Background: an optimization exercise with open tools, aiming at small area, a short achievable clock period and few clock cycles per item. Do not read the settings as production practice. In this exercise RTL edits were held to simulation tests only and were not proved equivalent to the original.

Setup of the previous run:
==> flow/design.v (excerpt) <==
module qrow_decoder (
    input  wire         clk,
    input  wire         rst_n,
    input  wire         in_valid,
    output wire         in_ready,
    input  wire [127:0] in_bits,
    input  wire [7:0]   in_avail,
    output reg          out_valid,
    input  wire         out_ready,
    output wire         out_err,
    output wire [6:0]   out_len,
    output wire         out_is_last,
    output wire         out_is_neighbor,
    output wire [7:0]   out_qrow,
    output wire [15:0]  out_hitmap,
    output wire [63:0]  out_tot
);
    genvar g;
    wire        is_nb = in_bits[126];
    wire [29:0] v;
    generate
        for (g = 0; g < 30; g = g + 1) begin : g_v
            assign v[g] = is_nb ? in_bits[125 - g] : in_bits[117 - g];
        end
    endgenerate
    wire [7:0]  px0, px1;
    wire [3:0]  q0, q1;
    qrow_decoder_quadrow u_r0 (.b(v[15:2]), .px(px0), .l(q0));
    wire [3:0]  l0 = v[0] ? q0 : 4'd0;
    wire [13:0] b1 = v[29:2] >> l0;
    qrow_decoder_quadrow u_r1 (.b(b1), .px(px1), .l(q1));
    wire [3:0]  l1 = v[1] ? q1 : 4'd0;
    wire [15:0] hm = {v[1] ? px1 : 8'd0, v[0] ? px0 : 8'd0};
    reg [103:0] rb;          
    reg [7:0]   ra;          
    reg [15:0]  h;           
    reg [3:0]   rl0, rl1;    
    assign in_ready = !out_valid || out_ready;
    wire load = in_valid && (!out_valid || out_ready);
    always @(posedge clk) begin
        if (!rst_n)
            out_valid <= 1'b0;
        else
            out_valid <= in_valid || (out_valid && !out_ready);
    end
    integer i;
    always @(posedge clk) begin
  ...
clock: 32.0 ns
lec_check: 0
cap_margin: 20
core_margin: 2
core_utilization: 30
place_density: 0.35
setup_slack_margin: 0.3
slew_margin: 20
standard.sh (not shown) runs the stock make flow with config.mk's settings and CLKGATE_MAP_FILE= SYNTH_SCRIPT=/design/flow/synth_recipe.tcl, a recipe that flattens the netlist after the stock synthesis.
==> flow/flow/run.sh <==
#!/bin/bash
# The standard layout, with plain port buffers and setup repair aimed
# well inside the clock period (the clock and constraints are unchanged).
set -euo pipefail
bash standard.sh "SETUP_SLACK_MARGIN=15" "BUFFER_PORTS_ARGS=-buffer_cell sky130_fd_sc_hd__buf_2" finish > make_flow.log 2>&1
The previous run did not stop at any stage, and its layout met the timing, design-rule and antenna checks.
Testbench counts of the previous run, summed over its fixed seeds: cycles 24,008, items 24,000.
Relative to the previous run, the following input files were edited for the current run:
-- flow/flow/run.sh --
<<< the previous run, line 5
bash standard.sh "SETUP_SLACK_MARGIN=15" "BUFFER_PORTS_ARGS=-buffer_cell sky130_fd_sc_hd__buf_2" finish > make_flow.log 2>&1
>>> the current run, line 5
bash standard.sh "SETUP_SLACK_MARGIN=18" "BUFFER_PORTS_ARGS=-buffer_cell sky130_fd_sc_hd__buf_2" finish > make_flow.log 2>&1
### Flow results
Re flip-flop and latch area: no difference whatsoever between the current run and the previous run.
Minimum clock period after layout: the current run < the previous run
Multi-input combinational area share was lower in the current run than in the previous run.
Number of tapcells came out exactly the same in the previous run and the current run.
Standard cell area after detailed placement essentially unchanged between the current run and the previous run.

---

The RTL this note starts from:
==> flow/design.v <==
module qrow_decoder (
    input  wire         clk,
    input  wire         rst_n,
    input  wire         in_valid,
    output wire         in_ready,
    input  wire [127:0] in_bits,
    input  wire [7:0]   in_avail,
    output reg          out_valid,
    input  wire         out_ready,
    output wire         out_err,
    output wire [6:0]   out_len,
    output wire         out_is_last,
    output wire         out_is_neighbor,
    output wire [7:0]   out_qrow,
    output wire [15:0]  out_hitmap,
    output wire [63:0]  out_tot
);
    genvar g;
    function automatic [7:0] add8(input [7:0] x, input [7:0] y);
        reg [7:0] gg, pp, gn, pn;
        integer i, d;
        begin
            gg = x & y;
            pp = x ^ y;
            for (d = 1; d < 8; d = d * 2) begin
                gn = gg;
                pn = pp;
                for (i = d; i < 8; i = i + 1) begin
                    gn[i] = gg[i] | (pp[i] & gg[i-d]);
                    pn[i] = pp[i] & pp[i-d];
                end
                gg = gn;
                pp = pn;
            end
            add8 = (x ^ y) ^ {gg[6:0], 1'b0};
        end
    endfunction
    function automatic le8(input [7:0] x, input [7:0] y);
        reg [7:0] gt, eq, gn, en;
        integer i, d;
        begin
            gt = x & ~y;
            eq = ~(x ^ y);
            for (d = 1; d < 8; d = d * 2) begin
                gn = gt;
                en = eq;
                for (i = d; i < 8; i = i + 1) begin
                    gn[i] = gt[i] | (eq[i] & gt[i-d]);
                    en[i] = eq[i] & eq[i-d];
                end
                gt = gn;
                eq = en;
            end
            le8 = ~gt[7];
        end
    endfunction
    function automatic [3:0] pop8(input [7:0] x);
        reg s1, c1, s2, c2, s3, c3, s4, c4, s5, c5, s6, c6;
        begin
            {c1, s1} = x[0] + x[1] + x[2];
            {c2, s2} = x[3] + x[4] + x[5];
            {c3, s3} = x[6] + x[7];
            {c4, s4} = s1 + s2 + s3;             
            {c5, s5} = c1 + c2 + c3;             
            {c6, s6} = s5 + c4;                  
            pop8 = {c5 & c6, c5 ^ c6, s6, s4};
        end
    endfunction
    wire        is_nb = in_bits[126];
    wire [29:0] v;
    generate
        for (g = 0; g < 30; g = g + 1) begin : g_v
            assign v[g] = is_nb ? in_bits[125 - g] : in_bits[117 - g];
        end
    endgenerate
    wire [7:0]  px0, px1;
    wire [3:0]  ql0, ql1;
    qrow_decoder_quadrow u_r0 (.b(v[15:2]), .px(px0), .l(ql0));
    wire [3:0]  l0 = v[0] ? ql0 : 4'd0;
    wire [27:0] b1s = v[29:2] >> l0;
    wire [13:0] b1 = b1s[13:0];
    qrow_decoder_quadrow u_r1 (.b(b1), .px(px1), .l(ql1));
    wire [3:0]  l1 = v[1] ? ql1 : 4'd0;
    wire [15:0] hm = {v[1] ? px1 : 8'd0, v[0] ? px0 : 8'd0};
    wire [3:0]  hc0 = pop8(hm[7:0]);
    wire [7:0]  a4  = add8({4'd0, l0}, {4'd0, !is_nb, 3'd4});
    wire [7:0]  b4  = add8(a4, {2'd0, hc0, 2'b00});
    reg [103:0] rb;          
    reg [7:0]   ra;          
    reg [15:0]  h;           
    reg [5:0]   r_a4;        
    reg [6:0]   r_b4;        
    reg [3:0]   rl1;         
    assign in_ready = !out_valid || out_ready;
    wire load = in_valid && (!out_valid || out_ready);
    always @(posedge clk) begin
        if (!rst_n)
            out_valid <= 1'b0;
        else
            out_valid <= in_valid || (out_valid && !out_ready);
    end
    integer i;
    always @(posedge clk) begin
        if (load) begin
            for (i = 0; i < 104; i = i + 1)
                rb[i] <= in_bits[127 - i];
            ra   <= in_avail;
            h    <= hm;
            r_a4 <= a4[5:0];
            r_b4 <= b4[6:0];
            rl1  <= l1;
        end
    end
    wire [7:0]  u0 = add8({2'd0, r_a4}, {4'd0, rl1});    
    wire [7:0]  u1 = add8({1'd0, r_b4}, {4'd0, rl1});    
    wire [62:0] x5 = {rb[62:40], u0[5] ? rb[71:32] : rb[39:0]};
    wire [46:0] x4 = u0[4] ? x5[62:16] : x5[46:0];
    wire [38:0] x3 = u0[3] ? x4[46:8]  : x4[38:0];
    wire [34:0] x2 = u0[2] ? x3[38:4]  : x3[34:0];
    wire [32:0] x1 = u0[1] ? x2[34:2]  : x2[32:0];
    wire [31:0] t0 = u0[0] ? x1[32:1]  : x1[31:0];
    wire [94:0] y6 = {rb[94:40], u1[6] ? rb[103:64] : rb[39:0]};
    wire [62:0] y5 = u1[5] ? y6[94:32] : y6[62:0];
    wire [46:0] y4 = u1[4] ? y5[62:16] : y5[46:0];
    wire [38:0] y3 = u1[3] ? y4[46:8]  : y4[38:0];
    wire [34:0] y2 = u1[2] ? y3[38:4]  : y3[34:0];
    wire [32:0] y1 = u1[1] ? y2[34:2]  : y2[32:0];
    wire [31:0] t1 = u1[0] ? y1[32:1]  : y1[31:0];
    wire [3:0]  c1  = pop8(h[15:8]);
    wire [7:0]  len = add8(u1, {2'd0, c1, 2'b00});
    wire        ok  = le8(len, ra);
    wire [15:0] hit = ok ? h : 16'd0;
    assign out_err         = !ok;
    assign out_len         = ok ? len[6:0] : 7'd0;
    assign out_is_last     = ok & rb[0];
    assign out_is_neighbor = ok & rb[1];
    assign out_qrow        = (ok & !rb[1]) ? {rb[2], rb[3], rb[4], rb[5], rb[6], rb[7], rb[8], rb[9]} : 8'd0;
    assign out_hitmap      = hit;
    wire [31:0] rr [0:1];
    assign rr[0] = t0;
    assign rr[1] = t1;
    wire [63:0] n;                   
    generate
        for (g = 0; g < 2; g = g + 1) begin : g_row
            wire [7:0]  m   = h[8*g +: 8];
            wire [2:0]  cq  = (m[0] + m[1]) + (m[2] + m[3]);
            wire [15:0] q0  = rr[g][15:0];
            wire [15:0] q1  = rr[g][31:0] >> {cq, 2'b00};
            wire [31:0] qq  = {q1, q0};
            genvar hq;
            for (hq = 0; hq < 2; hq = hq + 1) begin : g_quad
                wire [3:0]  mq = m[4*hq +: 4];
                wire [15:0] s  = qq[16*hq +: 16];
                wire [7:0]  p0 = s[7:0];
                wire [7:0]  p1 = (mq[0] & mq[1]) ? s[15:8] : (mq[0] | mq[1]) ? s[11:4] : s[7:0];
                wire [15:0] pp = {p1, p0};
                genvar e;
                for (e = 0; e < 2; e = e + 1) begin : g_pair
                    wire [7:0] u = pp[8*e +: 8];
                    wire       a = mq[2*e];
                    assign n[32*g + 16*hq + 8*e +: 4]     = u[3:0];
                    assign n[32*g + 16*hq + 8*e + 4 +: 4] = a ? u[7:4] : u[3:0];
                end
            end
        end
        for (g = 0; g < 16; g = g + 1) begin : g_tot
            assign out_tot[4*g + 3] = hit[g] & n[4*g + 0];
            assign out_tot[4*g + 2] = hit[g] & n[4*g + 1];
            assign out_tot[4*g + 1] = hit[g] & n[4*g + 2];
            assign out_tot[4*g + 0] = hit[g] & n[4*g + 3];
        end
    endgenerate
endmodule
module qrow_decoder_quadrow (
    input  wire [13:0] b,
    output wire [7:0]  px,
    output wire [3:0]  l
);
    wire [15:0] bb = {2'b00, b};
    reg  [15:0] p [1:7];     
    reg  [1:0]  m [1:6];     
    integer j, k;
    always @* begin
        for (k = 1; k <= 7; k = k + 1) p[k] = 16'd0;
        p[1][2] = 1'b1;
        for (k = 1; k < 7; k = k + 1)
            for (j = 3; j < 16; j = j + 1)
                p[k+1][j] = (p[k][j-1] & ~bb[j-1]) | (p[k][j-2] & bb[j-2]);
        for (k = 1; k <= 6; k = k + 1) begin
            m[k][1] = |(p[k] & bb);
            m[k][0] = ~m[k][1] | |(p[k][14:0] & bb[15:1]);
        end
    end
    wire       qa = b[0], qb = b[1];
    wire [1:0] pa = qa ? m[1] : 2'b00;
    wire [1:0] pb = qb ? (qa ? m[2] : m[1]) : 2'b00;
    wire [3:0] pr = {pb[0], pb[1], pa[0], pa[1]};     
    reg  [7:0]  sel;
    reg  [7:0]  x;
    reg  [15:0] pe;
    integer t, i;
    always @* begin
        sel = 8'd0;
        sel[1] = ~qa & ~qb; sel[2] = qa ^ qb; sel[3] = qa & qb;
        x = 8'd0;
        for (t = 0; t < 4; t = t + 1) begin
            for (i = 1; i <= 6; i = i + 1) begin
                x[2*t]     = x[2*t]     | (pr[t] & sel[i] & m[i][1]);
                x[2*t + 1] = x[2*t + 1] | (pr[t] & sel[i] & m[i][0]);
            end
            if (pr[t]) sel = {sel[6:0], 1'b0};
        end
        pe = 16'd0;
        for (i = 1; i <= 7; i = i + 1)
            if (sel[i]) pe = pe | p[i];
    end
    assign px = x;
    assign l = {|pe[15:8],
                |{pe[15:12], pe[7:4]},
                |{pe[15:14], pe[11:10], pe[7:6], pe[3:2]},
                |{pe[15], pe[13], pe[11], pe[9], pe[7], pe[5], pe[3], pe[1]}};
endmodule
==> flow/config.mk <==
export PLATFORM = sky130hd
export DESIGN_NAME = qrow_decoder
export DESIGN_NICKNAME = qrow_decoder
export VERILOG_FILES = /design/flow/design.v
export SDC_FILE = /design/flow/constraint.sdc
export NUM_CORES = 4
export LEC_CHECK = 0
export ABC_AREA = 1
export CAP_MARGIN = 20
export CORE_MARGIN = 2
export CORE_UTILIZATION = 50
export CTS_BUF_LIST = sky130_fd_sc_hd__clkbuf_8
export CTS_CLUSTER_SIZE = 40
export PLACE_DENSITY = 0.6
export SETUP_SLACK_MARGIN = 0.3
export SLEW_MARGIN = 20
==> flow/constraint.sdc <==
create_clock -name core_clock -period 32.0 [get_ports {clk}]
set_input_delay 6.4000 -clock core_clock [delete_from_list [all_inputs] [get_ports {clk}]]
set_output_delay 6.4000 -clock core_clock [all_outputs]
set_load 0.01 [all_outputs]
==> flow/flow/run.sh <==
#!/bin/bash
# The standard layout, run with three changes that leave the clock and
# constraints as they are:
#  - synthesis maps the logic with an area-oriented ABC script (flops and
#    their names come out of Yosys exactly as in the standard synthesis);
#  - plain port buffers;
#  - setup repair aimed well inside the clock period.
# The make output goes to make_flow.log; each ORFS step keeps its own log
# under orfs/logs.
set -euo pipefail
W=$(pwd)
rm -rf "$W/scripts_area"
cp -r "$FLOW_HOME/scripts" "$W/scripts_area"
cat > "$W/scripts_area/abc_area.script" <<'EOA'
strash
&get -n
&deepsyn -T 60
&put
dch
amap
EOA
bash standard.sh "SCRIPTS_DIR=$W/scripts_area" "SETUP_SLACK_MARGIN=18.7" "BUFFER_PORTS_ARGS=-buffer_cell sky130_fd_sc_hd__buf_1" finish > make_flow.log 2>&1
The first run produced a clean layout.
Testbench counts at the start, summed over its fixed seeds: cycles 24,008, items 24,000.
Then changed:
--- a/flow/flow/run.sh
+++ b/flow/flow/run.sh
@@ -20,3 +20,3 @@
 amap
 EOA
-bash standard.sh "SCRIPTS_DIR=$W/scripts_area" "SETUP_SLACK_MARGIN=18.7" "BUFFER_PORTS_ARGS=-buffer_cell sky130_fd_sc_hd__buf_1" finish > make_flow.log 2>&1
+bash standard.sh "SCRIPTS_DIR=$W/scripts_area" "SETUP_SLACK_MARGIN=19" "BUFFER_PORTS_ARGS=-buffer_cell sky130_fd_sc_hd__buf_1" finish > make_flow.log 2>&1
Result:
- The changed run produced a clean layout
- design area goes up by 1.1%
- clock skew decreases by 7.2 ps

==> port drivers added, routing unchanged <==
The results above use ideal ports. As a check the final layouts listed here were re-extracted and re-timed, cells and wires unchanged. Step 1, drivers: a clkbuf_16 drives clk and a buf_2 each remaining input, both assumed. Step 2, shift: input delay + t, output delay - t, t = (earliest + latest rising clock arrival at the registers) / 2. This alone moves slack from input paths to output paths. a / b / c = no drivers / after step 1 / after step 2; a / b = the first two.
run	shift t [ns]	setup WS [ns]	hold slack, ns
the previous run	0.512	16.597 / 16.535 / 16.838	0.535 / 0.535 / 0.535
the current run	0.516	18.280 / 18.213 / 17.919	0.533 / 0.533 / 0.533
the first run of note 2	0.506	18.776 / 18.745 / 18.461	0.769 / 0.769 / 0.769
the second run of note 2	0.516	18.811 / 18.776 / 18.733	0.877 / 0.877 / 0.877
After both steps every run listed still meets setup and hold. The setup slack of the current run, which loses most, moves by -0.067 ns with the drivers and by -0.361 ns with both steps.
